This design comes from an exercise in tuning for small area, a short achievable clock period and few clock cycles per item on the open sky130 flow, not from production work.
The RTL was checked by simulation tests, not by an equivalence proof against the original design.
No activity file was given, so power comes from the tool's default toggle rates.

==> design.v <==
module crsf_framer (
    input  wire       clk,
    input  wire       rst,         
    input  wire       in_valid,
    input  wire [7:0] in_data,
    output wire       in_ready,
    output wire       out_valid,
    output wire [7:0] out_data,
    output wire       out_last,
    input  wire       out_ready
);
    localparam [1:0] M_SEEK  = 2'd0,    
                     M_HSYNC = 2'd1,    
                     M_CAND  = 2'd2;    
    localparam TAPG = 8;                
    function automatic [7:0] crc8_step(input [7:0] r, input [7:0] d);
        integer k;
        reg [7:0] c;
        begin
            c = r ^ d;
            for (k = 0; k < 8; k = k + 1)
                c = c[7] ? ((c << 1) ^ 8'hD5) : (c << 1);
            crc8_step = c;
        end
    endfunction
    function automatic is_sync(input [7:0] b);
        is_sync = (b == 8'hC8) || (b == 8'hEA) || (b == 8'hEC) || (b == 8'hEE);
    endfunction
    function automatic len_ok(input [7:0] b);
        len_ok = (b[7:6] == 2'b00) && (b[5:1] != 5'd0) && (b[5:0] != 6'd63);
    endfunction
    reg  [7:0] ring [0:63];
    reg  [5:0] base;               
    reg  [5:0] ph;                 
    reg  [6:0] wr;                 
    reg        in_rdy;
    reg  [6:0] ra;                 
    reg  [5:0] ra_ph;              
    reg  [7:0] rd;
    reg        rd_v;
    reg        ra_live;            
    reg        fl;                 
    reg  [1:0] mode;
    reg  [6:0] s;                  
    reg  [5:0] k;                  
    reg  [7:0] crc;
    reg  [6:0] nxt;                
    reg        nxt_v;
    reg        psync;              
    reg  [6:0] q0, q1, q2;         
    reg  [1:0] qn;
    reg        qfull;              
    reg        e_act;
    reg  [6:0] e;                  
    reg  [5:0] e_ph;               
    reg  [1:0] eph;                
    reg  [5:0] rem;                
    reg        el;                 
    reg  [7:0] od;                 
    reg        ol;
    reg        ov;
    reg  [7:0] oc;                 
    reg        ocl;
    reg        gr;                 
    reg  [5:0] pa;                 
    wire [7:0] pdat = ring[pa];
    wire       wen = in_valid && in_rdy;
    integer i;
    always @(posedge clk) begin
        for (i = 0; i < 64; i = i + 1) begin
            if (i % TAPG == 1 && wen && ph == i)
                ring[i] <= in_data;
            else
                ring[i] <= ring[(i + 63) % 64];
        end
    end
    wire [6:0] rp    = ra - 7'd1;     
    wire       avail = ra_live ? wen : (gr && !fl);
    always @(posedge clk)
        rd <= ra_live ? in_data : pdat;
    wire       sy    = is_sync(rd);
    wire       lv    = len_ok(rd);
    wire [7:0] crc_n = crc8_step(crc, rd);
    wire       last  = (k == 6'd0);
    wire       pass  = (crc == rd);
    wire       chk      = rd_v && (mode == M_CAND) && last;
    wire       commit   = chk && pass && !qfull;
    wire       stall    = chk && pass && qfull;
    wire       rewind   = chk && !pass && nxt_v;
    wire       flush    = stall || rewind;
    wire [6:0] flush_to = stall ? rp : (nxt + 7'd1);
    wire [6:0] ra_inc  = ra + {6'd0, avail};
    wire       live_nx = ra_live ? 1'b1 : (avail && !wen && (ra + 7'd1 == wr));
    wire [5:0] ra_ph_nx = avail ? ra_ph : ra_ph + 6'd1;
    always @(posedge clk) begin
        if (rst) begin
            ra      <= 7'd0;
            ra_ph   <= 6'd0;
            rd_v    <= 1'b0;
            ra_live <= 1'b1;
            fl      <= 1'b0;
        end else begin
            ra      <= flush ? flush_to : ra_inc;
            ra_ph   <= flush ? (base + 6'd1 - flush_to[5:0]) : ra_ph_nx;
            rd_v    <= avail && !flush;
            ra_live <= live_nx && !flush;
            fl      <= flush;
        end
    end
    always @(posedge clk) begin
        if (rst) begin
            mode  <= M_SEEK;
            nxt_v <= 1'b0;
        end else if (rd_v) begin
            case (mode)
                M_SEEK: begin
                    if (sy) begin
                        mode <= M_HSYNC;
                        s    <= rp;
                    end
                end
                M_HSYNC: begin
                    if (lv) begin
                        mode  <= M_CAND;
                        k     <= rd[5:0] - 6'd1;
                        crc   <= 8'h00;
                        nxt_v <= 1'b0;
                        psync <= 1'b0;
                    end else if (sy) begin
                        s    <= rp;
                    end else begin
                        mode <= M_SEEK;
                    end
                end
                default: begin
                    if (!last) begin
                        crc   <= crc_n;
                        k     <= k - 6'd1;
                        psync <= sy;
                        if (psync && lv && !nxt_v) begin
                            nxt   <= rp - 7'd1;
                            nxt_v <= 1'b1;
                        end
                    end else if (pass) begin
                        if (!qfull)
                            mode <= M_SEEK;
                    end else if (nxt_v) begin
                        mode <= M_HSYNC;
                        s    <= nxt;
                    end else if (psync && lv) begin
                        s     <= rp - 7'd1;
                        k     <= rd[5:0] - 6'd1;
                        crc   <= 8'h00;
                        nxt_v <= 1'b0;
                        psync <= 1'b0;
                    end else if (sy) begin
                        mode <= M_HSYNC;
                        s    <= rp;
                    end else begin
                        mode <= M_SEEK;
                    end
                end
            endcase
        end
    end
    wire       issue   = e_act && !gr && (!ov || out_ready);
    wire       pop     = qn != 2'd0 && (!e_act || (issue && el));
    wire [6:0] e_nx    = pop ? q0 : e + {6'd0, issue};
    wire [5:0] e_ph_nx = pop ? (base + 6'd1 - q0[5:0]) : issue ? e_ph : e_ph + 6'd1;
    wire [1:0] qn_nx   = qn + {1'b0, commit} - {1'b0, pop};
    wire       full_hi = pop ? (qn == 2'd3 && chk) : (qn == 2'd3 || (qn == 2'd2 && chk));
    wire       gr_nx   = !live_nx && !full_hi;
    always @(posedge clk) begin
        if (rst) begin
            gr <= 1'b0;
            pa <= 6'd0;
        end else begin
            gr <= gr_nx;
            pa <= gr_nx ? ra_ph_nx : e_ph_nx;
        end
    end
    wire [7:0] od_nx = issue ? pdat : oc;
    wire       ol_nx = issue ? el : ocl;
    always @(posedge clk) begin
        od <= od_nx;
        ol <= ol_nx;
        if (issue) begin
            oc  <= od_nx;
            ocl <= ol_nx;
        end
    end
    always @(posedge clk) begin
        if (rst) begin
            ov    <= 1'b0;
            e_act <= 1'b0;
            qn    <= 2'd0;
            qfull <= 1'b0;
            el    <= 1'b0;
        end else begin
            ov   <= issue || (ov && !out_ready);
            e    <= e_nx;
            e_ph <= e_ph_nx;
            if (pop)
                el <= 1'b0;
            else if (issue)
                el <= (eph == 2'd2) && (rem == 6'd2);
            if (pop) begin
                eph   <= 2'd0;
                e_act <= 1'b1;
            end else if (issue) begin
                if (eph == 2'd0) begin
                    eph <= 2'd1;
                end else if (eph == 2'd1) begin
                    eph <= 2'd2;
                    rem <= pdat[5:0];
                end else begin
                    rem <= rem - 6'd1;
                    if (rem == 6'd1)
                        e_act <= 1'b0;
                end
            end
            if (pop) begin
                q0 <= (qn == 2'd1) ? s : q1;
                q1 <= (qn == 2'd2) ? s : q2;
                q2 <= s;
            end else begin
                if (qn == 2'd0) q0 <= s;
                if (qn == 2'd1) q1 <= s;
                if (qn == 2'd2) q2 <= s;
            end
            qn    <= qn_nx;
            qfull <= (qn_nx == 2'd3);
        end
    end
    wire [6:0] front = e_act ? e : (qn != 2'd0) ? q0 : (mode == M_SEEK) ? rp : s;
    reg  [6:0] front_q;
    wire [6:0] used  = wr - front_q;
    wire [5:0] ph_nx = wen ? ph : ph + 6'd1;
    always @(posedge clk) begin
        if (rst) begin
            base    <= 6'd0;
            ph      <= 6'd1;
            wr      <= 7'd0;
            front_q <= 7'd0;
            in_rdy  <= 1'b1;
        end else begin
            base    <= base + 6'd1;
            ph      <= ph_nx;
            wr      <= wr + {6'd0, wen};
            front_q <= front;
            in_rdy  <= (ph_nx % TAPG == 1) && (({1'b0, used} + {7'd0, wen}) <= 8'd63);
        end
    end
    assign in_ready  = in_rdy;
    assign out_valid = ov;
    assign out_data  = od;
    assign out_last  = ol;
endmodule
==> flow/run.sh <==
#!/bin/bash
# The standard ORFS flow (the standard.sh, synthesis unchanged) with two
# changes to how the layout is made:
#   - port buffers use a regular buffer cell (buf_4) instead of a delay cell;
#   - timing repair aims for a setup slack of MARGIN ns at the fixed clock.
# The make output goes to flow_make.log; ORFS keeps each step's log under orfs/logs.
set -euo pipefail
MARGIN=5.4
sed "s/SETUP_SLACK_MARGIN=[0-9.]*/SETUP_SLACK_MARGIN=${MARGIN}/" standard.sh > standard_margin.sh
export BUFFER_PORTS_ARGS="-buffer_cell sky130_fd_sc_hd__buf_4"
bash standard_margin.sh > flow_make.log 2>&1
==> standard.sh <==
#!/bin/bash
# synth_recipe.tcl (not shown) runs the flow's synth.tcl, then flattens the netlist and writes it again
# the make line also repeats each setting of config.mk as NAME=value (left out here)
make -C /OpenROAD-flow-scripts/flow DESIGN_CONFIG=/design/flow/config.mk WORK_HOME=/design/flow/orfs CLKGATE_MAP_FILE= SYNTH_SCRIPT=/design/flow/synth_recipe.tcl "${@:-finish}"
==> config.mk <==
export PLATFORM = sky130hd
export DESIGN_NAME = crsf_framer
export DESIGN_NICKNAME = crsf_framer
export VERILOG_FILES = /design/flow/design.v
export SDC_FILE = /design/flow/constraint.sdc
export NUM_CORES = 4
export LEC_CHECK = 0
export ABC_CLOCK_PERIOD_IN_PS = 3000
export CAP_MARGIN = 20
export CORE_MARGIN = 2
export CORE_UTILIZATION = 40
export CTS_CLUSTER_DIAMETER = 100
export CTS_CLUSTER_SIZE = 25
export SETUP_SLACK_MARGIN = 5
export SLEW_MARGIN = 20
==> constraint.sdc <==
create_clock -name core_clock -period 8.0 [get_ports {clk}]
set_input_delay 1.6000 -clock core_clock [delete_from_list [all_inputs] [get_ports {clk}]]
set_output_delay 1.6000 -clock core_clock [all_outputs]
set_load 0.01 [all_outputs]
==> run notes, run 1 <==
- Dpl hpwl: 53600 um
- Int Pwr: 5.17 mW
- Placer Congestion: 0.979
- CTS Sinks: 668
- Total wire length: 78900 um
- Worst-margin pin slew: 1.13 ns
- Die Height: 245 um
- Most used cell, CP: xnor2_1
- Top_reg_cell synth: dfxtp_1
- Peak VDD IR: 190 uV
- Layout cell share with drive strength beyond 1: 0.205
- Max Cap Viol: 0
- Critical Path RT: 8.54 ns
- Worst setup EP type: flip-flop
- Post-synthesis cell count: 2017
- Routed wire per std cell: 27.6 um
- Area Growth Syn to Fin: 15.6%
- Yosys cell types: 75
- CTS tree: yes
- CTS Hold Bufs: 0
- Final period utilization: 0.412
- Clock transition at path regs: 0.11 ns
- TNS Setup: 0 ns
- RSZ-0062 raised after global routing: true
- DR DRC count: 0
- Slew Viols, Final: 0
- Sequential power share: 0.532
- Post-synth EDFFs: 80
- LEAKAGE: 10.1 nW
- Slew HR: 0.239
- Initial antenna violation count: 1
- Startpoint types: flip-flop
- Root buffer cell: clkbuf_16
- Net count, final: 2138
- Initial Util: 0.404
- Sw Share: 0.328
- Combinational Power Share: 0.233
- Total Power: 7.69 mW
- Routed vias/inst: 6.02
- Slowest CP cell: or4_4
- GR Util All Layers: 0.258
- Port bufs: 22
- Setup violations, final: 0
- Global route overflow: 0
- Sequential share of the synthesized area: 0.611
- Max frequency: 303 MHz
- Mapped cell area: 0.0232 mm2
- Detailed-route via count: 17200
- Largest net degree at the start of global routing: 56
- PwrDens: 287 mW/mm2
- Worst Path Arrival: 3.84 ns
- Die ar.: 0.0599 mm2
- Vias in the first global route: 16800
- Final clock skew: 0.0288 ns
- DIE WIDTH: 245 um
- FP Rows: 88
- R2R Path Start: crc[6]$_SDFFCE_PP0P_
- Worst-skew pair later-pin latency: 0.66 ns
- YS warnings: 2
- Core Region: 0.0575 mm2
- TritonRoute pass-1 iters: 6
- ANT cells: 0
- H-tree levels: 1
- Endpoints failing hold: 0
- Crit path from: crc[6]$_SDFFCE_PP0P_
- Ys async rst share: 0
- Post-DRT Antenna Nets: 0
- First-pass GRT wire length: 114000 um
- Iteration-0 DRC Markers: 1959
- Outcome: complete, no violations
- Crit path buffers/inverters: 1
- Crit path time final: 3.30 ns
- Critical path type: flip-flop to flip-flop
- CP Cell Sequence: xnor2_2 -> ha_2 -> nand2_1 -> or4_4 -> or3b_4 -> buf_4 -> nor2_4 -> a21oi_4 -> ha_4 -> o21ai_2 -> a21oi_2 -> o21a_1 -> nor2_2 -> xnor2_1 -> xnor2_1 -> a21oi_1
- Clock power share: 0.235
- CP max FO: 4
- Syn nets: 2075
- Sw power: 2.52 mW
- Mean Syn Cell Area: 11.5 um2
- I/O pins: 23
- CTS buffer count: 31
- CP delay by family, top: simple AND/OR/NAND/NOR gates
- Worst Hold Launch: ring[46][3]$_DFF_P_
- CP max stage delay: 0.50 ns
- Hold Path Class: flip-flop to flip-flop
- Clock Path Buffers: 3
- Yosys reg bits: 668
==> Yosys cell counts (all sizes together), types with 45 or more instances <==
master    n  area [um2]
nand2   103         389
nand3    45         225
mux2     86         968
a22oi   120         901
a32oi    73         639
dfxtp   588       11800
o21ai    61         305
xnor2    64         583
edfxtp   80        2400
clkbuf   70         263
a21oi    56         280
nand4    50         313
nor2    166         623
==> power by group through the flow <==
stage	Sequential (mW)	Clock [mW]	Combinational, mW
finish	4.09	1.81	1.79
global route	4.13	1.94	1.90
global placement	4.13	0	1.56
CTS	4.08	1.83	1.70
detailed placement	4.13	0	1.59
floorplan	3.97	0	1.06
==> cells in the final DEF (no fill, tap or decap), types with 45 or more instances in the layout <==
master,Yosys,final
dfxtp_1,588,562
nor2_1,166,124
a22oi_1,120,120
buf_4,0,100
nand2_1,102,95
edfxtp_1,80,80
a32oi_1,73,73
mux2_2,86,62
xnor2_1,61,53
nand4_1,50,50
o21ai_0,57,47
a21oi_1,56,45
==> worst reg2reg max path: stages, from the launching register on <==
cell	delay (ns)
edfxtp_1	0.42
xnor2_2	0.21
ha_2	0.19
nand2_1	0.04
or4_4	0.50
or3b_4	0.47
buf_4	0.18
nor2_4	0.10
a21oi_4	0.05
ha_4	0.25
o21ai_2	0.13
a21oi_2	0.05
o21a_1	0.17
nor2_2	0.09
xnor2_1	0.14
xnor2_1	0.14
a21oi_1	0.08
==> timing repair <==
| item | 4_1_cts | 5_1_grt |
|---|---|---|
| setup endpoints to repair | 155 | 86 |
| buffers inserted | 20 | 30 |
| gates cloned | 1 | 0 |
| gates resized for setup | 129 | 48 |
| pin swaps | 20 | 20 |
==> routing by layer <==
layer  up-vias  routed length (um)  GRT usage
li1       7522                   -          -
met1      8465               32600      0.344
met2       945               34300      0.395
met3       236                7850     0.0623
met4         0                4140      0.119
met5         -                   0          0
==> area by class of cell <==
cell class / instances / area (um2)
multi-input combinational: 1218 / 9550
inverter: 42 / 195
clock inverter: 5 / 57.6
clock buffer: 37 / 820
fill: 5160 / 30700
timing repair buffer: 119 / 1000
sequential: 668 / 14200
tap: 765 / 957
==> sequential cells by signal, summed over array words and instances, names as in the netlist, 6 cells and up <==
register and count:
s 7, nxt 7, ph 6, rem 6, base 6, q2 7
k 6, ra_ph 6, ra 7, pa 6, wr 7, oc 8
e 7, ring 512, crc 8, e_ph 6, q0 7, q1 7
rd 8, od 8, front_q 7
==> worst paths after layout <==
check	endpoint	slack [ns]	depth (start not counted)
worst max-delay path	ra_ph[5]$_SDFF_PP0_	4.70	16
worst max register to register	ra_ph[5]$_SDFF_PP0_	4.70	16
worst min register to register	ring[47][3]$_DFF_P_	0.33	0
worst min-delay path	ring[47][3]$_DFF_P_	0.33	0
==> logic make-up (layout without fill, tap and decap cells) <==
group,after synthesis,in the layout,share of synthesized area
DFF,668,668,0.611
and+or+nand+nor,541,542,0.120
AOI/OAI and AO/OA,422,422,0.131
buffers and inverters,132,203,0.0225
xor gates and xnor gates,105,105,0.0413
muxes,103,103,0.0491
adders and majority gates,46,46,0.0258
==> stage by stage <==
step / std cells / setup WS (ns) / hold WS, ns / cell area [um2] / util
after floorplan: 2017 / 4.68 / 0.323 / 23800 / -
after global placement: 2761 / 4.15 / 0.327 / 24900 / 0.433
after detailed placement: 2761 / 4.06 / 0.330 / 24900 / 0.433
after CTS: 2824 / 4.67 / 0.332 / 26300 / 0.458
after global routing: 2854 / 4.54 / 0.343 / 26800 / 0.466
final: 2854 / 4.70 / 0.328 / 26800 / 0.466
Testbench counts, summed over its fixed seeds: cycles 34,035, bytes 32,000.
==> inputs of run 2 (changes only) <==
--- a/design.v
+++ b/design.v
@@ -93,3 +93,3 @@
     wire       live_nx = ra_live ? 1'b1 : (avail && !wen && (ra + 7'd1 == wr));
-    wire [5:0] ra_ph_nx = avail ? ra_ph : ra_ph + 6'd1;
+    wire [5:0] ra_ph_nx = fl ? (base + 6'd1 - ra[5:0]) : avail ? ra_ph : ra_ph + 6'd1;
     always @(posedge clk) begin
@@ -103,3 +103,3 @@
             ra      <= flush ? flush_to : ra_inc;
-            ra_ph   <= flush ? (base + 6'd1 - flush_to[5:0]) : ra_ph_nx;
+            ra_ph   <= ra_ph_nx;
             rd_v    <= avail && !flush;
==> run 2 against run 1 <==
Critical path type is now flip-flop to primary output. Total power grew 8.2%. Register-to-register slack gained 0.60 ns. First-iteration DRC count grew 3.5%. Sequential power is essentially flat. Clock power shrank 4%. Clock skew shrank 0.0042 ns. Wire length shrank 3.4%. Worst hold slack gained 0.0077 ns. Critical path depth shrank 15. Setup slack gained 0.58 ns. Count of clock-buffer cells in the layout is the same. Critical endpoint is now out_data[2]. Core utilization grew 0.99 points.
==> run notes, run 2 <==
- Hold Path Class: flip-flop to flip-flop
- Slowest CP cell: dfxtp_4
- Peak VDD IR: 168 uV (-12%)
- CP max FO: 1 (-3)
- Final Core Density: 0.476 (+0.00994)
- TritonRoute pass-1 iters: 6 (unchanged)
- Port bufs: 22 (unchanged)
- Vias in the first global route: 17500 (+4.5%)
- Top_reg_cell synth: dfxtp_1
- Max reg flops: 512 (unchanged)
- DIE WIDTH: 249 um (+1.7%)
- Worst Hold Launch: ring[38][2]$_DFF_P_
- CTS buffer count: 30 (-3.2%)
- Startpoint types: flip-flop
- YS warnings: 2 (unchanged)
- Syn nets: 2372 (+14%)
- Most common cell after layout, fill and taps aside: dfxtp_1
- Commonest non-fill, non-tap cells in the layout: dfxtp_1, nand3_1, nand4_1
- Post-synthesis compound-gate area fraction: 0.0483 (-0.0822)
- Worst setup EP type: primary output
- Die ar.: 0.0620 mm2 (+3.4%)
- I/O pins: 23 (unchanged)
- Largest reg by FF count: ring
- Worst-skew pair later-pin latency: 0.64 ns (-0.02 ns)
- Critical Path RT: 6.40 ns (-2.14 ns)
- Root buffer cell: clkbuf_16
- GR Util All Layers: 0.217 (-0.0404)
- Adder-cell area share of the yosys netlist: 0.0249 (-0.000864)
- Ys async rst share: 0 (unchanged)
- Placer Congestion: 0.872 (-11%)
- H-tree levels: 1 (unchanged)
- CP delay by family, top: flip-flops
- Iteration-0 DRC Markers: 2028 (+3.5%)
- Routed wire per std cell: 24.4 um (-12%)
- Worst Path Arrival: 1.12 ns (-2.72 ns)
- Initial Util: 0.406 (+0.00231)
- CP Cell Sequence: buf_6
- Total wire length: 76200 um (-3.4%)
- Sequential share of the synthesized area: 0.590 (-0.0205)
- CTS Hold Bufs: 0 (unchanged)
- Post-synthesis cell count: 2314 (+15%)
- RSZ-0062 raised after global routing: true
- Mean Syn Cell Area: 10.4 um2 (-9.8%)
- Reg-to-reg endpoint: rem[2]$_DFFE_PP_
- CTS Sinks: 668 (unchanged)
- R2r setup slk: 5.30 ns (+0.60 ns)
- Largest net degree at the start of global routing: 81 (+45%)
- Global route overflow: 0 (unchanged)
- Detailed-route via count: 18600 (+8.0%)
- Combinational family with the most area after synthesis: simple AND/OR/NAND/NOR gates
- ANT cells: 0 (unchanged)
- CP max stage delay: 0.38 ns (-0.12 ns)
- Setup violations, final: 0 (unchanged)
- Post-synth EDFFs: 80 (unchanged)
- Initial antenna violation count: 0 (-1)
- FP Rows: 89 (+1.1%)
- Area leader, netlist: dfxtp_1
- Synth Area in XOR/XNOR: 0.0402 (-0.00107)
- PwrDens: 295 mW/mm2 (+3.0%)
- Yosys reg bits: 668 (unchanged)
- Clock Path Buffers: 3 (unchanged)
- Synth top area share: 0.490 (-0.0170)
- WHS Endpoint: ring[39][2]$_DFF_P_
- Final clock skew: 0.0246 ns (-0.00424 ns)
- R2R Path Start: pa[2]$_SDFF_PP0_
- Crit path time final: 2.72 ns (-0.583 ns)
- TNS Setup: 0 ns (unchanged)
- Layout cell share with drive strength beyond 1: 0.180 (-0.0250)
- Mapped cell area: 0.0240 mm2 (+3.5%)
- Core Region: 0.0591 mm2 (+2.9%)
- LEAKAGE: 10.6 nW (+4.5%)
- Area Growth Syn to Fin: 17.3%
- Net count, final: 2407 (+13%)
- Dpl hpwl: 41600 um (-22%)
- Post-DRT Antenna Nets: 0 (unchanged)
- Clock transition at path regs: 0.10 ns (about the same)
- Slew HR: 0.432 (+0.192)
- DR DRC count: 0 (unchanged)
- Critical path type: flip-flop to primary output
- Final period utilization: 0.340 (-0.0728)
- Hold Crit Depth: 0 (unchanged)
- Most common library cells after synthesis: dfxtp_1, nand3_1, nand4_1
- Outcome: complete, no violations
- Largest cells by area after synthesis: dfxtp_1, nand3_1, edfxtp_1, mux2_2, nand4_1
- Worst-margin pin slew: 0.851 ns (-0.275 ns)
- Die Height: 249 um (+1.7%)
- FF-to-FF path depth: 11 (-5)
- Max Cap Viol: 0 (unchanged)
- Mux cell area share after synthesis: 0.0473 (-0.00180)
- Endpoints failing hold: 0 (unchanged)
- First-pass GRT wire length: 106000 um (-7.8%)
- Yosys cell types: 66 (-12%)
- Crit path buffers/inverters: 1 (unchanged)
- Most common cell in the netlist: dfxtp_1
- Routed vias/inst: 5.93 (-1.5%)
- Simple logic cell fraction of the synthesized area: 0.215 (+0.0953)
- CTS tree: yes
- Slew Viols, Final: 0 (unchanged)
- Max frequency: 368 MHz (+21%)
run 2: metrics by stage:
| step | cell area, um2 | worst slack [ns] | power (mW) | hold slack, ns | std cells |
|---|---|---|---|---|---|
| floorplan | 24400 | 4.75 | 5.25 | 0.323 | 2314 |
| global placement | 25100 | 3.99 | 5.83 | 0.329 | 2971 |
| detailed placement | 25100 | 3.98 | 5.86 | 0.334 | 2971 |
| CTS | 26900 | 5.18 | 7.91 | 0.337 | 3063 |
| global route | 28200 | 5.23 | 8.61 | 0.350 | 3130 |
| finish | 28200 | 5.28 | 8.32 | 0.336 | 3130 |
run 2: worst max-delay path by stage:
stage                           from                  end  cells after the start
floorplan                  out_ready     qfull$_SDFF_PP0_                     12
global placement           out_ready     qfull$_SDFF_PP0_                     11
detailed placement         out_ready     qfull$_SDFF_PP0_                     11
CTS                         in_valid  ring[57][1]$_DFF_P_                      6
global route        pa[2]$_SDFF_PP0_     rem[2]$_DFFE_PP_                     11
finish                 od[2]$_DFF_P_          out_data[2]                      1
run 2: routing by layer:
metal | up-vias | global-route usage | share of wire
met5 | - | 0 | 0
met4 | 0 | 0.0642 | 0.027
met3 | 113 | 0.0309 | 0.098
met2 | 930 | 0.337 | 0.44
met1 | 9135 | 0.314 | 0.43
li1 | 8372 | - | -
run 2: area by class of cell:
class	count	area (um2)
multi-input combinational	1450	9970
tap	773	967
clock inverter	3	42.5
timing repair buffer	159	1990
clock buffer	37	777
inverter	40	175
fill	5244	31000
sequential	668	14200
run 2: what timing repair did:
item | in CTS | in global routing
setup buffers | 43 | 51
pin swaps | 16 | 23
setup endpoints to repair | 179 | 99
cloned | 9 | 16
resized for setup | 134 | 111
run 2: cells by family (layout without fill, tap and decap cells):
logic type | after synthesis | count (layout)
and+or+nand+nor | 995 | 999
adders and majority gates | 46 | 46
buffers and inverters | 201 | 239
DFF | 668 | 668
xor gates and xnor gates | 107 | 107
muxes | 103 | 103
AOI/OAI and AO/OA | 194 | 195
run 2: where the power goes:
part | switching (mW) | internal, mW | leakage, nW
registers | 0.288 | 3.80 | 5.54
clock network | 1.04 | 0.692 | 0.399
logic | 1.54 | 0.961 | 4.62
total | 2.87 | 5.45 | 10.6
Testbench counts of run 2, summed over its fixed seeds: cycles 34,035, bytes 32,000.
==> inputs of run 3 (changes only) <==
--- a/flow/run.sh
+++ b/flow/run.sh
@@ -7,3 +7,3 @@
 set -euo pipefail
-MARGIN=5.4
+MARGIN=5.3
 sed "s/SETUP_SLACK_MARGIN=[0-9.]*/SETUP_SLACK_MARGIN=${MARGIN}/" standard.sh > standard_margin.sh
--- a/config.mk
+++ b/config.mk
@@ -10,3 +10,3 @@
 export CORE_MARGIN = 2
-export CORE_UTILIZATION = 40
+export CORE_UTILIZATION = 55
 export CTS_CLUSTER_DIAMETER = 100
==> run 3 against run 2 <==
Setup slack worse by 0.0080 ns. Count of clock-buffer cells in the layout grew 2. Synthesized area did not move. Critical path depth unchanged. Clock power is essentially flat. Synthesized cell count unchanged. Final area decreased by 2.6%. Largest power group unchanged. Sequential cell count did not move. Total power is 0.97% lower. Highest routed layer unchanged.
==> run notes, run 3 <==
- Reg-to-reg endpoint: qfull$_SDFF_PP0_
- Mapped cell area: 0.0240 mm2 (unchanged)
- Clock power share: 0.214 (+0.005)
- CP max FO: 1 (unchanged)
- ANT cells: 0 (unchanged)
- Sw Share: 0.340 (-0.00518)
- GR Util All Layers: 0.310 (+0.0930)
- TritonRoute pass-1 iters: 5 (-1)
- Sequential power share: 0.493 (+0.002)
- Worst Path Arrival: 1.12 ns (about the same)
- R2r setup slk: 5.32 ns (+0.02 ns)
- Most common cell in the netlist: dfxtp_1
- Clock Path Buffers: 3 (unchanged)
- CTS buffer count: 30 (unchanged)
- WHS Endpoint: ring[24][1]$_DFF_P_
- Net count, final: 2391 (-0.66%)
- Hold Crit Depth: 0 (unchanged)
- Clock transition at path regs: 0.11 ns (about the same)
- Sequential share of the synthesized area: 0.590 (unchanged)
- I/O pins: 23 (unchanged)
- Max Cap Viol: 0 (unchanged)
- Slew HR: 0.353 (-0.0786)
- DIE WIDTH: 213 um (-14%)
- Yosys reg bits: 668 (unchanged)
- Worst Hold Launch: ring[23][1]$_DFF_P_
- YS warnings: 2 (unchanged)
- Final period utilization: 0.341 (+0.00101)
- Root buffer cell: clkbuf_16
- Dpl hpwl: 42000 um (+1.0%)
- Hold Path Class: flip-flop to flip-flop
- Max frequency: 367 MHz (-0.30%)
- RSZ-0062 raised after global routing: true
- Startpoint types: flip-flop
- Endpoints failing hold: 0 (unchanged)
- CP Cell Sequence: buf_6
- Slew Viols, Final: 0 (unchanged)
- Area Growth Syn to Fin: 14.3%
- H-tree levels: 1 (unchanged)
- Critical path type: flip-flop to primary output
- Largest net degree at the start of global routing: 76 (-6.2%)
- TNS Setup: 0 ns (unchanged)
- CTS Hold Bufs: 0 (unchanged)
- Ys async rst share: 0 (unchanged)
- Die ar.: 0.0453 mm2 (-27%)
- Vias in the first global route: 17800 (+1.6%)
- Final clock skew: 0.0230 ns (-0.00163 ns)
- Core Region: 0.0431 mm2 (-27%)
- Syn nets: 2372 (unchanged)
- CP delay by family, top: flip-flops
- Initial Util: 0.557 (+0.151)
- Worst setup EP type: primary output
- Sw power: 2.80 mW (-2.5%)
- Peak VDD IR: 203 uV (+21%)
- Slowest CP cell: dfxtp_4
- Total Power: 8.24 mW (-0.97%)
- Post-DRT Antenna Nets: 0 (unchanged)
- First-pass GRT wire length: 107000 um (+1.5%)
- Outcome: complete, no violations
- Worst-skew pair later-pin latency: 0.63 ns (about the same)
- Max reg flops: 512 (unchanged)
- FF-to-FF path depth: 13 (+2)
- Setup violations, final: 0 (unchanged)
- PwrDens: 300 mW/mm2 (+1.7%)
- Worst-margin pin slew: 0.967 ns (+0.116 ns)
- Combinational Power Share: 0.294 (-0.006)
- CTS tree: yes
- CTS Sinks: 668 (unchanged)
- Crit path time final: 2.72 ns (+0.00805 ns)
- Mean Syn Cell Area: 10.4 um2 (unchanged)
- Initial antenna violation count: 0 (unchanged)
- Largest cells by area after synthesis: dfxtp_1, nand3_1, edfxtp_1, mux2_2, nand4_1
- Commonest non-fill, non-tap cells in the layout: dfxtp_1, nand3_1, nand4_1
- Total wire length: 74100 um (-2.8%)
- Iteration-0 DRC Markers: 2113 (+4.2%)
- Routed wire per std cell: 25.3 um (+4.0%)
- Routed vias/inst: 6.30 (+6.3%)
- Most common library cells after synthesis: dfxtp_1, nand3_1, nand4_1
- Synth top area share: 0.490 (unchanged)
- Global route overflow: 0 (unchanged)
- Placer Congestion: 0.881 (+0.97%)
- Area leader, netlist: dfxtp_1
- Fillers: 3504 (-33%)
- Most common cell after layout, fill and taps aside: dfxtp_1
- Die Height: 213 um (-14%)
- DR DRC count: 0 (unchanged)
- Int Pwr: 5.44 mW (-0.19%)
- FP Rows: 76 (-15%)
- Post-synthesis cell count: 2314 (unchanged)
- Critical Path RT: 6.40 ns (about the same)
- Largest reg by FF count: ring
- Yosys cell types: 66 (unchanged)
- Post-synth EDFFs: 80 (unchanged)
- Layout cell share with drive strength beyond 1: 0.164 (-0.0167)
- CP max stage delay: 0.38 ns (about the same)
- Crit path buffers/inverters: 1 (unchanged)
- R2R Path Start: k[0]$_DFFE_PP_
- Detailed-route via count: 18400 (-0.65%)
- LEAKAGE: 10.4 nW (-1.5%)
- Top_reg_cell synth: dfxtp_1
- Crit path from: od[2]$_DFF_P_
- Port bufs: 22 (unchanged)
[run 3: changes by cell type in the layout (fill, tap and decap cells not counted), moves of 5 or more]
| cell | previous run | this run |
|---|---|---|
| nand3_2 | 9 | 4 |
| buf_6 | 32 | 17 |
| mux2_4 | 16 | 0 |
| mux2_2 | 67 | 83 |
| dfxtp_1 | 559 | 566 |
| nand3_1 | 510 | 515 |
| dfxtp_2 | 16 | 11 |
[run 3: area by class of cell]
class | instances | area, um2 | area share
Sequential cell | 668 | 14200 | 0.518
Multi-Input combinational cell | 1451 | 9730 | 0.355
Timing Repair Buffer | 142 | 1750 | 0.0637
Clock buffer | 39 | 827 | 0.0301
Tap cell | 585 | 732 | 0.0267
Inverter | 40 | 170 | 0.00620
Clock inverter | 1 | 5.00 | 0.000182
[run 3: worst max path at each step]
stage | cells past startpoint | end
after floorplan | 12 | qfull$_SDFF_PP0_
after global placement | 11 | qfull$_SDFF_PP0_
after detailed placement | 11 | qfull$_SDFF_PP0_
after CTS | 6 | ring[49][5]$_DFF_P_
after global routing | 13 | qfull$_SDFF_PP0_
final | 1 | out_data[2]
[run 3: cell families (layout without fill, tap and decap cells)]
family	after synthesis	in the layout	synth area share
adder cells (fa/ha/maj)	46	46	0.0249
AND/OR/NAND/NOR	995	1000	0.215
buffers and inverters	201	222	0.0337
AO/OA/AOI/OAI	194	195	0.0483
XOR/XNOR	107	107	0.0402
flip-flops	668	668	0.590
multiplexers	103	103	0.0473
[run 3: timing repair]
| action | 4_1_cts | 5_1_grt |
|---|---|---|
| cloned | 11 | 10 |
| resized for setup | 113 | 57 |
| pin swaps | 9 | 12 |
| endpoints found under the setup margin | 142 | 75 |
| setup buffers | 37 | 42 |
[run 3: metrics by stage]
step	util	hold WS, ns	instance area, um2	instances	worst slack, ns
3_3_place_gp	0.576	0.331	24800	2786	3.97
4_1_cts	0.619	0.343	26700	2874	5.21
6_report	0.637	0.344	27400	2926	5.28
2_1_floorplan	-	0.323	24300	2314	4.75
5_1_grt	0.637	0.340	27400	2926	5.17
3_5_place_dp	0.576	0.333	24800	2786	3.92
[run 3: routing by layer]
metal  global-route usage  routed length (um)
met4                0.148                4030
met2                0.504               34300
met3               0.0344                5360
met5                    0                   0
met1                0.416               30500
[run 3: power groups by stage]
stage	registers (mW)	logic, mW	clock network (mW)
finish	4.06	2.42	1.76
global route	4.10	2.55	1.89
CTS	4.06	2.10	1.78
detailed placement	4.16	1.71	0
global placement	4.15	1.70	0
floorplan	4.00	1.24	0
==> inputs of run 4 (changes only) <==
--- a/design.v
+++ b/design.v
@@ -14,3 +14,3 @@
                      M_CAND  = 2'd2;    
-    localparam TAPG = 8;                
+    localparam TAPG = 16;                
     function automatic [7:0] crc8_step(input [7:0] r, input [7:0] d);
==> run 4 against run 3 <==
Core utilization about the same. Register-to-register slack got worse by 0.04 ns. Final cell count is 0.58% lower. Count of clock-buffer cells in the layout stayed put. Non-clock buffer count up 15. Synthesized area fell by 0.68%. First-iteration DRC count decreased by 2.3%. Sequential cell count unchanged.
==> run notes, run 4 <==
- Outcome: complete, no violations
- CTS Hold Bufs: 0 (unchanged)
- CP Cell Sequence: buf_4 -> inv_6 -> nand2_4 -> nor4b_4
- Vias in the first global route: 17300 (-2.8%)
- PwrDens: 313 mW/mm2 (+4.4%)
- Mean Syn Cell Area: 10.5 um2 (+0.98%)
- Post-synth EDFFs: 80 (unchanged)
- Iteration-0 DRC Markers: 2065 (-2.3%)
- CP max stage delay: 0.53 ns (+0.15 ns)
- Die Height: 212 um (-0.34%)
- Hold Path Class: flip-flop to flip-flop
- Slowest CP cell: nor4b_4
- Yosys cell types: 72 (+9.1%)
- CP max FO: 53 (+52)
- H-tree levels: 1 (unchanged)
- First-pass GRT wire length: 106000 um (-1.5%)
- Slew HR: 0.355 (+0.00168)
- DR DRC count: 0 (unchanged)
- Inst Count DP: 2742 (-1.6%)
- Routed wire per std cell: 25.6 um (+1.2%)
- Worst-skew pair later-pin latency: 0.63 ns (about the same)
- Die ar.: 0.0450 mm2 (-0.67%)
- Max frequency: 367 MHz (about the same)
- Area Growth Syn to Fin: 14.6%
- Commonest non-fill, non-tap cells in the layout: dfxtp_1, nand3_1, nand4_1
- I/O pins: 23 (unchanged)
- Peak VDD IR: 276 uV (+36%)
- Layout cell share with drive strength beyond 1: 0.162 (-0.00182)
- Startpoint types: primary input
- TritonRoute pass-1 iters: 6 (+1)
- Top_reg_cell synth: dfxtp_1
- LEAKAGE: 10.4 nW (+0.21%)
- FP Rows: 76 (unchanged)
- GR Util All Layers: 0.309 (-0.00150)
- ANT cells: 0 (unchanged)
- DIE WIDTH: 212 um (-0.34%)
- WP depth: 4 (+3)
- Largest reg by FF count: ring
- Critical Path RT: 8.28 ns (+1.88 ns)
- Crit path from: rst
- Multi-input combinational cell area: 0.00955 mm2 (-1.8%)
- CTS tree: yes
- Crit path buffers/inverters: 2 (+1)
- FF-to-FF path depth: 10 (-3)
- YS warnings: 2 (unchanged)
- Total wire length: 74600 um (+0.65%)
- Root buffer cell: clkbuf_16
- Worst Path Arrival: 3.00 ns (+1.88 ns)
- RSZ-0062 raised after global routing: true
- Largest net degree at the start of global routing: 87 (+14%)
- Post-synthesis cell count: 2276 (-1.6%)
- Slew Viols, Final: 0 (unchanged)
- CTS buffer count: 30 (unchanged)
- Setup violations, final: 0 (unchanged)
- Port bufs: 22 (unchanged)
- Crit path time final: 2.72 ns (-0.00132 ns)
- Most common cell after layout, fill and taps aside: dfxtp_1
- Synth top area share: 0.494 (+0.00337)
- Largest cells by area after synthesis: dfxtp_1, nand3_1, edfxtp_1, nand4_1, mux2_2
- Detailed-route via count: 18300 (-0.61%)
- Mapped cell area: 0.0238 mm2 (-0.68%)
- Placer Congestion: 0.898 (+1.9%)
- Seq. cell area: 0.0142 mm2 (about the same)
- Fillers: 3459 (-1.3%)
- Clock transition at path regs: 0.11 ns (about the same)
- Final period utilization: 0.340 (about the same)
- Non-filler cells, final: 2909 (-0.58%)
- TNS Setup: 0 ns (unchanged)
- Critical path type: primary input to flip-flop
- Ys async rst share: 0 (unchanged)
- Initial antenna violation count: 0 (unchanged)
- Final clock skew: 0.0201 ns (-0.00286 ns)
- R2R Path Start: pa[2]$_SDFF_PP0_
- Clock Path Buffers: 3 (unchanged)
- Most common cell in the netlist: dfxtp_1
- Core Region: 0.0429 mm2 (-0.44%)
- Net count, final: 2373 (-0.75%)
- Sequential share of the synthesized area: 0.595 (+0.00406)
- Initial Util: 0.556 (-0.00135)
- Global route overflow: 0 (unchanged)
- Reg-to-reg endpoint: oc[5]$_DFFE_PN_
- Area leader, netlist: dfxtp_1
- Max reg flops: 512 (unchanged)
- Endpoints failing hold: 0 (unchanged)
- Dpl hpwl: 42900 um (+2.1%)
- R2r setup slk: 5.28 ns (-0.04 ns)
- Yosys reg bits: 668 (unchanged)
- Worst-margin pin slew: 0.968 ns (+0.00105 ns)
- Routed vias/inst: 6.30 (about the same)
- Post-DRT Antenna Nets: 0 (unchanged)
- CP delay by family, top: buffers and inverters
- Worst setup EP type: flip-flop
- Most common library cells after synthesis: dfxtp_1, nand3_1, nand4_1
- Max Cap Viol: 0 (unchanged)
- Setup crit end: nxt[6]$_DFFE_PP_
- CTS Sinks: 668 (unchanged)
- Syn nets: 2334 (-1.6%)
[run 4: cell count changes after synthesis, moves of 6 or more]
cell | before | now
clkbuf_1 | 122 | 76
nand3_1 | 519 | 495
mux2_2 | 83 | 55
o21ai_0 | 51 | 35
nand4_1 | 141 | 133
nor2b_1 | 12 | 18
buf_1 | 13 | 24
buf_2 | 21 | 52
a21oi_1 | 62 | 68
o21ai_1 | 4 | 12
[run 4: kinds of logic (layout without fill, tap and decap cells)]
| kind of cell | after synthesis | after routing | share of synthesized area |
|---|---|---|---|
| XOR/XNOR | 110 | 110 | 0.0419 |
| adder cells (fa/ha/maj) | 47 | 47 | 0.0255 |
| buffers and inverters | 201 | 236 | 0.0369 |
| AO/OA/AOI/OAI | 206 | 207 | 0.0533 |
| flip-flops | 668 | 668 | 0.595 |
| AND/OR/NAND/NOR | 969 | 981 | 0.213 |
| multiplexers | 75 | 75 | 0.0344 |
[run 4: report_power, final]
part	leakage (nW)	switching, mW	internal [mW]
clock	0.420	1.03	0.771
combinational	4.46	1.65	0.997
sequential	5.54	0.310	3.81
[run 4: timing repair]
item / CTS / global route
gates cloned: 16 / 18
resized for setup: 107 / 46
setup endpoints to repair: 99 / 42
buffers inserted: 33 / 59
pin swaps: 12 / 20
[run 4: layout make-up]
| class | count | share of cell area |
|---|---|---|
| clock buffer | 39 | 0.0295 |
| clock inverter | 2 | 0.00220 |
| inverter | 38 | 0.00573 |
| multi-input combinational | 1420 | 0.350 |
| sequential | 668 | 0.521 |
| tap | 585 | 0.0268 |
| timing repair buffer | 157 | 0.0650 |
[run 4: how the worst min path moves through the flow]
stage | startpoint | endpoint | slack (ns) | cells after the start
after floorplan | ring[10][5]$_DFF_P_ | ring[11][5]$_DFF_P_ | 0.32 | 0
after CTS | ring[33][4]$_DFF_P_ | ring[34][4]$_DFF_P_ | 0.35 | 0
after global placement | ring[10][5]$_DFF_P_ | ring[11][5]$_DFF_P_ | 0.33 | 0
after global routing | ring[49][4]$_DFF_P_ | ring[50][4]$_DFF_P_ | 0.35 | 0
final | ring[33][4]$_DFF_P_ | ring[34][4]$_DFF_P_ | 0.34 | 0
after detailed placement | ring[2][4]$_DFF_P_ | ring[3][4]$_DFF_P_ | 0.33 | 0
[run 4: per-layer routing]
| metal | GRT usage | routed length, um |
|---|---|---|
| met4 | 0.106 | 3180 |
| met2 | 0.524 | 35400 |
| met5 | 0 | 0 |
| met3 | 0.0369 | 5530 |
| met1 | 0.410 | 30500 |
[run 4: through the flow]
step / setup WS, ns / hold WS, ns / area [um2] / total power, mW / utilization
detailed placement: 4.18 / 0.329 / 24500 / 5.99 / 0.572
CTS: 5.23 / 0.345 / 26400 / 8.13 / 0.614
global route: 5.15 / 0.349 / 27300 / 8.84 / 0.637
global placement: 4.17 / 0.328 / 24500 / 5.96 / 0.572
finish: 5.28 / 0.341 / 27300 / 8.56 / 0.637
floorplan: 4.70 / 0.323 / 24200 / 5.35 / -
Testbench counts of run 4, summed over its fixed seeds: cycles 34,275, bytes 32,000.
==> inputs of run 5 (changes only) <==
--- a/flow/run.sh
+++ b/flow/run.sh
@@ -7,3 +7,3 @@
 set -euo pipefail
-MARGIN=5.3
+MARGIN=5.4
 sed "s/SETUP_SLACK_MARGIN=[0-9.]*/SETUP_SLACK_MARGIN=${MARGIN}/" standard.sh > standard_margin.sh
==> run 5 against run 4 <==
Non-clock buffer count grew 10. Register-to-register slack gained 0.04 ns. Via count is essentially flat. Still clean. Combinational power shrank 3%. Final cell count grew 0.17%.
==> run notes, run 5 <==
- Synth Area in XOR/XNOR: 0.0419 (unchanged)
- Routed vias/inst: 6.28 (-0.26%)
- CTS Sinks: 668 (unchanged)
- I/O pins: 23 (unchanged)
- Max frequency: 367 MHz (about the same)
- TNS Setup: 0 ns (unchanged)
- Die Height: 212 um (unchanged)
- FF-to-FF path depth: 10 (unchanged)
- Combinational family with the most area after synthesis: simple AND/OR/NAND/NOR gates
- R2R Path Start: pa[4]$_SDFF_PP0_
- Final period utilization: 0.341 (about the same)
- Area Growth Syn to Fin: 15.1%
- Syn nets: 2334 (unchanged)
- Die ar.: 0.0450 mm2 (unchanged)
- CP delay by family, top: flip-flops
- Sequential share of the synthesized area: 0.595 (unchanged)
- H-tree levels: 1 (unchanged)
- Peak VDD IR: 187 uV (-32%)
- Max Cap Viol: 0 (unchanged)
- CP max FO: 1 (-98%)
- Most common library cells after synthesis: dfxtp_1, nand3_1, nand4_1
- Post-synth EDFFs: 80 (unchanged)
- Vias in the first global route: 17300 (-0.36%)
- Crit path buffers/inverters: 1 (-1)
- Post-synthesis cell count: 2276 (unchanged)
- Mapped cell area: 0.0238 mm2 (unchanged)
- CTS buffer count: 30 (unchanged)
- GR Util All Layers: 0.301 (-0.00823)
- CP Cell Sequence: buf_6
- Dpl hpwl: 42000 um (-2.1%)
- Total Power: 8.41 mW (-1.8%)
- Worst-skew pair later-pin latency: 0.65 ns (+0.02 ns)
- Startpoint types: flip-flop
- DR DRC count: 0 (unchanged)
- TritonRoute pass-1 iters: 6 (unchanged)
- Max reg flops: 512 (unchanged)
- Routed wire per std cell: 24.6 um (-4.1%)
- Net count, final: 2380 (+0.29%)
- ANT cells: 0 (unchanged)
- Yosys reg bits: 668 (unchanged)
- Post-synthesis compound-gate area fraction: 0.0533 (unchanged)
- R2r setup slk: 5.32 ns (+0.04 ns)
- Worst setup EP type: primary output
- Post-DRT Antenna Nets: 0 (unchanged)
- Layout cell share with drive strength beyond 1: 0.170 (+0.00824)
- Largest reg by FF count: ring
- WHS Endpoint: ring[44][4]$_DFF_P_
- Slew Viols, Final: 0 (unchanged)
- Reg-to-reg endpoint: oc[5]$_DFFE_PN_
- Total wire length: 71700 um (-3.9%)
- First-pass GRT wire length: 103000 um (-2.0%)
- Most common cell in the netlist: dfxtp_1
- YS warnings: 2 (unchanged)
- FP Rows: 76 (unchanged)
- Global route overflow: 0 (unchanged)
- Root buffer cell: clkbuf_16
- Worst Path Arrival: 1.12 ns (-1.88 ns)
- Critical path type: flip-flop to primary output
- Area leader, netlist: dfxtp_1
- DIE WIDTH: 212 um (unchanged)
- LEAKAGE: 10.5 nW (+0.60%)
- Port bufs: 22 (unchanged)
- Yosys cell types: 72 (unchanged)
- Iteration-0 DRC Markers: 2196 (+6.3%)
- Worst-margin pin slew: 0.983 ns (+0.0146 ns)
- Worst Hold Launch: ring[43][4]$_DFF_P_
- Mux cell area share after synthesis: 0.0344 (unchanged)
- Hold Path Class: flip-flop to flip-flop
- Setup violations, final: 0 (unchanged)
- Critical Path RT: 6.40 ns (-1.88 ns)
- Clock Path Buffers: 3 (unchanged)
- Simple logic cell fraction of the synthesized area: 0.213 (unchanged)
- Most common cell after layout, fill and taps aside: dfxtp_1
- Crit path time final: 2.72 ns (+0.00113 ns)
- Initial antenna violation count: 0 (unchanged)
- CTS tree: yes
- Synth top area share: 0.494 (unchanged)
- Adder-cell area share of the yosys netlist: 0.0255 (unchanged)
- Final clock skew: 0.0301 ns (+0.0100 ns)
- PwrDens: 306 mW/mm2 (-2.2%)
- Largest net degree at the start of global routing: 56 (-36%)
- Top_reg_cell synth: dfxtp_1
- Ys async rst share: 0 (unchanged)
- Initial Util: 0.556 (unchanged)
- Outcome: complete, no violations
- Hold_ws: 0.333 ns (-0.00743 ns)
- Commonest non-fill, non-tap cells in the layout: dfxtp_1, nand3_1, nand4_1
- CP max stage delay: 0.38 ns (-0.15 ns)
- Detailed-route via count: 18300 (-0.087%)
- Core Region: 0.0429 mm2 (unchanged)
- Hold Crit Depth: 0 (unchanged)
- Mean Syn Cell Area: 10.5 um2 (unchanged)
- Placer Congestion: 0.887 (-1.2%)
- Clock transition at path regs: 0.10 ns (about the same)
- Slowest CP cell: dfxtp_2
- Slew HR: 0.342 (-0.0122)
- RSZ-0062 raised after global routing: true
- Largest cells by area after synthesis: dfxtp_1, nand3_1, edfxtp_1, nand4_1, mux2_2
- Endpoints failing hold: 0 (unchanged)
==> run 5: metal layers <==
layer,GRT usage,part of all wire
met1,0.443,0.44
met5,0,0
met3,0.0452,0.094
met4,0.107,0.033
met2,0.450,0.43
==> run 5: worst max-delay path by stage <==
| stage | to | start | cells past startpoint |
|---|---|---|---|
| final | out_data[5] | od[5]$_DFF_P_ | 1 |
| after floorplan | qfull$_SDFF_PP0_ | out_ready | 12 |
| after detailed placement | rem[0]$_DFFE_PP_ | out_ready | 5 |
| after global routing | out_data[5] | od[5]$_DFF_P_ | 1 |
| after CTS | out_data[5] | od[5]$_DFF_P_ | 1 |
| after global placement | rem[0]$_DFFE_PP_ | out_ready | 5 |
==> run 5: cell families (layout without fill, tap and decap cells) <==
family                     Yosys count  count (layout)
adders and majority gates           47              47
buffers and inverters              201             244
and+or+nand+nor                    969             978
muxes                               75              75
AOI/OAI and AO/OA                  206             207
DFF                                668             668
xor gates and xnor gates           110             110
==> run 5: power by group <==
group	total, mW	switching, mW	leakage [nW]	internal, mW
Combinational	2.58	1.58	4.55	1.00
Clock	1.72	1.03	0.394	0.691
Sequential	4.10	0.297	5.54	3.80
==> run 5: what timing repair did <==
item | CTS | global route
cloned | 13 | 14
pin swaps | 16 | 23
hold buffers | 0 | 0
endpoints found under the setup margin | 142 | 58
setup buffers | 35 | 65
gates resized for setup | 105 | 78
==> run 5: cell type report <==
class,count,area [um2]
Clock buffer,37,777
Clock inverter,2,38.8
Fill cell,3471,15400
Inverter,38,164
Multi-Input combinational cell,1417,9620
Sequential cell,668,14200
Tap cell,585,732
Timing Repair Buffer,167,1880
==> run 5: metrics by stage <==
| step | instance area, um2 | utilization | std cells | setup slack [ns] |
|---|---|---|---|---|
| final | 27400 | 0.640 | 2914 | 5.28 |
| after global routing | 27400 | 0.640 | 2914 | 5.25 |
| after CTS | 26300 | 0.614 | 2835 | 5.26 |
| after detailed placement | 24600 | 0.574 | 2748 | 4.17 |
| after global placement | 24600 | 0.574 | 2748 | 4.23 |
| after floorplan | 24200 | - | 2276 | 4.70 |
==> inputs of run 6 (changes only) <==
--- a/config.mk
+++ b/config.mk
@@ -10,3 +10,3 @@
 export CORE_MARGIN = 2
-export CORE_UTILIZATION = 55
+export CORE_UTILIZATION = 40
 export CTS_CLUSTER_DIAMETER = 100
==> run 6 against run 5 <==
Synthesized cell count unchanged. Global-route usage shrank 8.6 points. Synthesized area unchanged. Fmax shrank 0.65%. Largest power group unchanged. Wire length fell by 5.1%. Total power shrank 1.6%. Clock skew rose by 0.016 ns. Sequential share of layout area is 0.39 points higher. Count of clock-buffer cells in the layout rose by 3. Final area shrank 0.73%.
==> run notes, run 6 <==
- Post-synthesis cell count: 2276 (unchanged)
- CP Cell Sequence: buf_6
- Setup violations, final: 0 (unchanged)
- Slew Viols, Final: 0 (unchanged)
- Outcome: complete, no violations
- CP delay by family, top: flip-flops
- Routed vias/inst: 5.76 (-8.2%)
- Core Region: 0.0590 mm2 (+38%)
- CTS Hold Bufs: 0 (unchanged)
- Mean Syn Cell Area: 10.5 um2 (unchanged)
- Syn nets: 2334 (unchanged)
- Crit path time final: 2.74 ns (+0.0177 ns)
- Largest reg by FF count: ring
- Worst Hold Launch: ring[17][5]$_DFF_P_
- Max Cap Viol: 0 (unchanged)
- Dpl hpwl: 41200 um (-1.9%)
- Initial antenna violation count: 0 (unchanged)
- Post-synth EDFFs: 80 (unchanged)
- Max frequency: 365 MHz (-0.65%)
- Fillers: 5442 (+57%)
- Root buffer cell: clkbuf_16
- Die ar.: 0.0616 mm2 (+37%)
- ANT cells: 0 (unchanged)
- Largest net degree at the start of global routing: 90 (+61%)
- Max reg flops: 512 (unchanged)
- Worst-skew pair later-pin latency: 0.66 ns (about the same)
- FP Rows: 89 (+17%)
- Crit path buffers/inverters: 1 (unchanged)
- GR Util All Layers: 0.215 (-0.0861)
- Worst-margin pin slew: 0.819 ns (-0.164 ns)
- TNS Setup: 0 ns (unchanged)
- Slew HR: 0.452 (+0.110)
- Peak VDD IR: 246 uV (+32%)
- CP max FO: 1 (unchanged)
- CTS buffer count: 30 (unchanged)
- Placer Congestion: 0.853 (-3.8%)
- Post-DRT Antenna Nets: 0 (unchanged)
- LEAKAGE: 10.2 nW (-2.4%)
- PwrDens: 304 mW/mm2 (-0.86%)
- Worst setup EP type: primary output
- Critical path type: flip-flop to primary output
- Total wire length: 68100 um (-5.1%)
- Endpoints failing hold: 0 (unchanged)
- R2R Path Start: pa[1]$_SDFF_PP0_
- Port bufs: 22 (unchanged)
- RSZ-0062 raised after global routing: true
- Synth top area share: 0.494 (unchanged)
- Layout cell share with drive strength beyond 1: 0.160 (-0.0100)
- Hold Path Class: flip-flop to flip-flop
- Clock Path Buffers: 3 (unchanged)
- Commonest non-fill, non-tap cells in the layout: dfxtp_1, nand3_1, nand4_1
- Ys async rst share: 0 (unchanged)
- Area Growth Syn to Fin: 14.3%
- Area leader, netlist: dfxtp_1
- DR DRC count: 0 (unchanged)
- CP max stage delay: 0.38 ns (about the same)
- YS warnings: 2 (unchanged)
- Yosys cell types: 72 (unchanged)
- Top_reg_cell synth: dfxtp_1
- Most common cell in the netlist: dfxtp_1
- Iteration-0 DRC Markers: 1591 (-28%)
- First-pass GRT wire length: 102000 um (-1.2%)
- Detailed-route via count: 17700 (-3.4%)
- Yosys reg bits: 668 (unchanged)
- Most common cell after layout, fill and taps aside: dfxtp_1
- Net count, final: 2343 (-1.6%)
- Sequential share of the synthesized area: 0.595 (unchanged)
- Slowest CP cell: dfxtp_4
- Crit path from: od[0]$_DFF_P_
- Dpl cell area: 0.0248 mm2 (+0.93%)
- Clock transition at path regs: 0.10 ns (about the same)
- Worst Path Arrival: 1.14 ns (+0.02 ns)
- Mapped cell area: 0.0238 mm2 (unchanged)
- Final clock skew: 0.0462 ns (+0.0161 ns)
- TritonRoute pass-1 iters: 5 (-1)
- Startpoint types: flip-flop
- Post-route cell area: 0.0272 mm2 (-0.73%)
- H-tree levels: 1 (unchanged)
- Final period utilization: 0.343 (+0.00222)
- Vias in the first global route: 17100 (-0.87%)
- Die Height: 248 um (+17%)
- Initial Util: 0.404 (-0.152)
- Global route overflow: 0 (unchanged)
- Largest cells by area after synthesis: dfxtp_1, nand3_1, edfxtp_1, nand4_1, mux2_2
- CTS tree: yes
- CTS Sinks: 668 (unchanged)
- Routed wire per std cell: 22.2 um (-9.8%)
- Most common library cells after synthesis: dfxtp_1, nand3_1, nand4_1
- DIE WIDTH: 248 um (+17%)
- I/O pins: 23 (unchanged)
- Critical Path RT: 6.40 ns (about the same)
## run 6: repair_timing
action | CTS | global route
resized for setup | 121 | 48
pin swaps | 24 | 19
gates cloned | 12 | 2
setup endpoints to repair | 135 | 67
buffers inserted | 45 | 33
## run 6: path summary, 6_finish.rpt
| kind | end | slack (ns) | cells after the start |
|---|---|---|---|
| min | ring[18][5]$_DFF_P_ | 0.32 | 0 |
| min reg2reg | ring[18][5]$_DFF_P_ | 0.32 | 0 |
| max reg2reg | rem[5]$_DFFE_PP_ | 5.36 | 8 |
| max | out_data[0] | 5.26 | 1 |
## run 6: layer usage
layer	part of all wire	wire length, um	GRT usage
met5	0	0	0
met4	0.040	2720	0.0804
met3	0.063	4320	0.0289
met2	0.46	31100	0.347
met1	0.44	29900	0.293
## run 6: cells by family (layout without fill, tap and decap cells)
group	count (synthesis)	in the layout	synth area share
mux	75	75	0.0344
compound gates	206	207	0.0533
fa+ha+maj	47	47	0.0255
flops	668	668	0.595
xor+xnor	110	110	0.0419
buf+inv	201	211	0.0369
simple gates	969	976	0.213
## run 6: area by class of cell
type | count | area [um2] | area share
clock inverters | 1 | 30.0 | 0.00110
flip-flops and latches | 668 | 14200 | 0.522
inverters | 38 | 156 | 0.00574
repair buffers | 132 | 1420 | 0.0523
multi-input cells | 1415 | 9620 | 0.353
well taps | 773 | 967 | 0.0355
clock buffers | 40 | 820 | 0.0301
## run 6: per-stage QoR
step / util / total power [mW] / hold WS [ns] / setup slack, ns / std cells
2_1_floorplan: - / 5.36 / 0.323 / 4.70 / 2276
3_3_place_gp: 0.421 / 5.93 / 0.327 / 4.18 / 2934
3_5_place_dp: 0.421 / 5.97 / 0.332 / 4.29 / 2934
4_1_cts: 0.453 / 8.08 / 0.320 / 5.24 / 3032
5_1_grt: 0.462 / 8.59 / 0.336 / 5.24 / 3067
6_report: 0.462 / 8.28 / 0.319 / 5.26 / 3067
## run 6: report_power, final
group | leakage (nW) | internal (mW) | total (mW) | switching, mW
logic | 4.28 | 0.913 | 2.41 | 1.50
clock network | 0.410 | 0.722 | 1.77 | 1.05
registers | 5.54 | 3.81 | 4.10 | 0.289
==> inputs of run 7 (changes only) <==
--- a/design.v
+++ b/design.v
@@ -15,2 +15,3 @@
     localparam TAPG = 16;                
+    localparam RDG  = 8;                 
     function automatic [7:0] crc8_step(input [7:0] r, input [7:0] d);
@@ -65,3 +66,3 @@
     reg  [5:0] pa;                 
-    wire [7:0] pdat = ring[pa];
+    wire [7:0] pdat = ring[pa - (pa % RDG)];
     wire       wen = in_valid && in_rdy;
@@ -77,3 +78,3 @@
     wire [6:0] rp    = ra - 7'd1;     
-    wire       avail = ra_live ? wen : (gr && !fl);
+    wire       avail = ra_live ? wen : (gr && !fl && (ra_ph % RDG == 0));
     always @(posedge clk)
@@ -165,3 +166,3 @@
     end
-    wire       issue   = e_act && !gr && (!ov || out_ready);
+    wire       issue   = e_act && !gr && (!ov || out_ready) && (e_ph % RDG == 0);
     wire       pop     = qn != 2'd0 && (!e_act || (issue && el));
==> run 7 against run 6 <==
Core utilization hardly changed. Clock skew down 0.0064 ns. Clock power shrank 2%. Via count is 40% lower. First-iteration DRC count down 64%. Register-to-register slack better by 0.03 ns. Critical path depth unchanged. Die area shrank 16%. Largest power group unchanged.
==> run notes, run 7 <==
- Seq. cell area: 0.0141 mm2 (-0.63%)
- Crit path time final: 2.72 ns (-0.0253 ns)
- Critical Path RT: 6.40 ns (about the same)
- Fillers: 4409 (-19%)
- Most common cell in the netlist: dfxtp_1
- Syn nets: 1594 (-32%)
- Clock Path Buffers: 3 (unchanged)
- Largest cells by area after synthesis: dfxtp_1, edfxtp_1, xnor2_1, mux2_2, ha_1
- Net count, final: 1639 (-30%)
- CP max stage delay: 0.38 ns (about the same)
- RSZ-0062 raised after global routing: true
- Dpl cell area: 0.0211 mm2 (-15%)
- Yosys reg bits: 665 (-0.45%)
- Max Cap Viol: 0 (unchanged)
- Ys async rst share: 0 (unchanged)
- Total wire length: 37200 um (-45%)
- Startpoint types: flip-flop
- TritonRoute pass-1 iters: 4 (-1)
- Worst-margin pin slew: 0.794 ns (-0.0248 ns)
- CTS Sinks: 665 (-0.45%)
- Max frequency: 368 MHz (+0.93%)
- Largest net degree at the start of global routing: 53 (-41%)
- Post-synthesis cell count: 1534 (-33%)
- Routed wire per std cell: 16.5 um (-26%)
- CP delay by family, top: flip-flops
- Placer Congestion: 0.807 (-5.5%)
- Global route overflow: 0 (unchanged)
- H-tree levels: 1 (unchanged)
- CP max FO: 2 (+1)
- ANT cells: 0 (unchanged)
- Hold Path Class: flip-flop to flip-flop
- Endpoints failing hold: 0 (unchanged)
- Sequential share of the synthesized area: 0.708 (+0.114)
- YS warnings: 2 (unchanged)
- I/O pins: 23 (unchanged)
- Die ar.: 0.0516 mm2 (-16%)
- Outcome: complete, no violations
- PwrDens: 301 mW/mm2 (-0.93%)
- Max reg flops: 512 (unchanged)
- Routed vias/inst: 4.72 (-18%)
- Commonest non-fill, non-tap cells in the layout: dfxtp_1, nor2_1, nand2_1
- Root buffer cell: clkbuf_16
- Final clock skew: 0.0398 ns (-0.00637 ns)
- FP Rows: 81 (-9.0%)
- Setup violations, final: 0 (unchanged)
- Slowest CP cell: dfxtp_2
- Top_reg_cell synth: dfxtp_1
- Worst Path Arrival: 1.12 ns (-0.02 ns)
- Multi-input combinational cell area: 0.00599 mm2 (-38%)
- Die Height: 227 um (-8.4%)
- Layout cell share with drive strength beyond 1: 0.158 (-0.00149)
- Dpl hpwl: 24000 um (-42%)
- TNS Setup: 0 ns (unchanged)
- Initial antenna violation count: 0 (unchanged)
- Initial Util: 0.406 (+0.00219)
- Vias in the first global route: 10500 (-39%)
- Yosys cell types: 78 (+8.3%)
- Mapped cell area: 0.0199 mm2 (-16%)
- Crit path buffers/inverters: 1 (unchanged)
- Worst-skew pair later-pin latency: 0.64 ns (-0.02 ns)
- DR DRC count: 0 (unchanged)
- DIE WIDTH: 227 um (-8.4%)
- Largest reg by FF count: ring
- Area Growth Syn to Fin: 13.6%
- Synth top area share: 0.588 (+0.0941)
- Critical path type: flip-flop to primary output
- Post-route cell area: 0.0226 mm2 (-17%)
- CTS buffer count: 31 (+3.3%)
- Mean Syn Cell Area: 13.0 um2 (+24%)
- Core Region: 0.0491 mm2 (-17%)
- Slew Viols, Final: 0 (unchanged)
- Most common library cells after synthesis: dfxtp_1, nor2_1, nand2_1
- First-pass GRT wire length: 58300 um (-43%)
- Port bufs: 22 (unchanged)
- Worst setup EP type: primary output
- Detailed-route via count: 10600 (-40%)
- Iteration-0 DRC Markers: 571 (-64%)
- GR Util All Layers: 0.145 (-0.0692)
- CP Cell Sequence: buf_6
- Clock transition at path regs: 0.11 ns (about the same)
- Final period utilization: 0.340 (-0.00317)
- Slew HR: 0.470 (+0.0178)
- Post-DRT Antenna Nets: 0 (unchanged)
- Most common cell after layout, fill and taps aside: dfxtp_1
- CTS tree: yes
- Peak VDD IR: 241 uV (-2.3%)
- Post-synth EDFFs: 80 (unchanged)
- Area leader, netlist: dfxtp_1
- LEAKAGE: 8.71 nW (-15%)
==> run 7: cell types whose count changed in the layout (fill, tap and decap cells not counted), sizes merged, moves of 14 or more <==
cell	before	now
xnor2	61	78
buf	128	62
nand3	495	37
nand4	133	6
xor2	47	33
inv	37	51
nor4	33	6
==> run 7: path summary, 6_finish.rpt <==
path,to,slack [ns],depth (start not counted),from
hold / removal,ring[42][7]$_DFF_P_,0.31,0,ring[41][7]$_DFF_P_
hold reg to reg,ring[42][7]$_DFF_P_,0.31,0,ring[41][7]$_DFF_P_
setup reg to reg,qfull$_SDFF_PP0_,5.39,11,rd[2]$_DFF_P_
setup / recovery,out_valid,5.28,1,ov$_SDFF_PP0_
==> run 7: what timing repair did <==
action / 4_1_cts / 5_1_grt
pin swaps: 16 / 7
resized for setup: 61 / 19
cloned: 2 / 1
hold buffers: 0 / 0
buffers inserted: 16 / 17
endpoints found under the setup margin: 103 / 51
==> run 7: stage by stage <==
step	instances	power [mW]	utilization	setup slack (ns)	hold slack [ns]
floorplan	1534	4.77	-	4.68	0.310
global placement	2174	5.01	0.431	4.04	0.310
detailed placement	2174	5.04	0.431	3.88	0.312
CTS	2236	6.84	0.457	5.26	0.309
global route	2254	7.15	0.462	5.24	0.309
finish	2254	6.81	0.462	5.28	0.310
==> run 7: cells by family after synthesis <==
| kind of cell | after synthesis | share of synthesized area |
|---|---|---|
| buffers and inverters | 102 | 0.0198 |
| multiplexers | 75 | 0.0437 |
| adder cells (fa/ha/maj) | 49 | 0.0318 |
| AO/OA/AOI/OAI | 197 | 0.0651 |
| XOR/XNOR | 113 | 0.0514 |
| AND/OR/NAND/NOR | 333 | 0.0796 |
| flip-flops | 665 | 0.708 |
==> run 7: where the power goes <==
| part | switching [mW] | total, mW | internal, mW |
|---|---|---|---|
| Sequential | 0.176 | 3.87 | 3.70 |
| Clock | 1.00 | 1.73 | 0.726 |
| Combinational | 0.696 | 1.21 | 0.519 |
| Total | 1.87 | 6.81 | 4.94 |
==> run 7: area by class of cell <==
cell class / count / share of cell area
inverters: 49 / 0.00989
well taps: 664 / 0.0367
clock inverters: 4 / 0.00287
repair inverters: 1 / 0.000497
multi-input cells: 768 / 0.264
clock buffers: 40 / 0.0358
flip-flops and latches: 665 / 0.625
repair buffers: 63 / 0.0253
==> run 7: layer usage <==
layer,GRT usage,up-vias,share of wire
met5,0,-,0
met4,0.0464,0,0.030
met3,0.0191,59,0.040
met2,0.230,165,0.45
met1,0.207,5143,0.48
li1,-,5272,-
Testbench counts of run 7, summed over its fixed seeds: cycles 35,006, bytes 32,000.

==> re-timing with driven ports <==
How much do the figures lean on ideal ports? The routed layouts below were timed once more, with nothing changed but the port constraints. Step 1, drivers: a clkbuf_16 drives clk and a buf_2 each remaining input, both assumed. Step 2 times the ports against the registers' clock, not the clock port: input delays grow and output delays shrink by t, the midpoint of the rising clock arrivals with the driver on. a / b / c = no drivers / after step 1 / after step 2; a / b = the first two.
run | t, ns | setup slack, ns | worst data-port slew with drivers (ns)
run 1 | 0.704 | 4.701 / 4.701 / 4.621 | 0.05
run 2 | 0.687 | 5.284 / 5.222 / 4.712 | 0.08
run 3 | 0.676 | 5.276 / 5.217 / 4.666 | 0.03
run 4 | 0.677 | 5.277 / 5.220 / 4.634 | 0.13
run 5 | 0.698 | 5.276 / 5.216 / 4.737 | 0.04
run 6 | 0.694 | 5.258 / 5.197 / 4.713 | 0.06
run 7 | 0.669 | 5.283 / 5.227 / 4.663 | 0.05
After both steps every run listed still meets setup and hold. The setup slack of run 4, which loses most, moves by -0.057 ns with the drivers and by -0.643 ns with both steps.
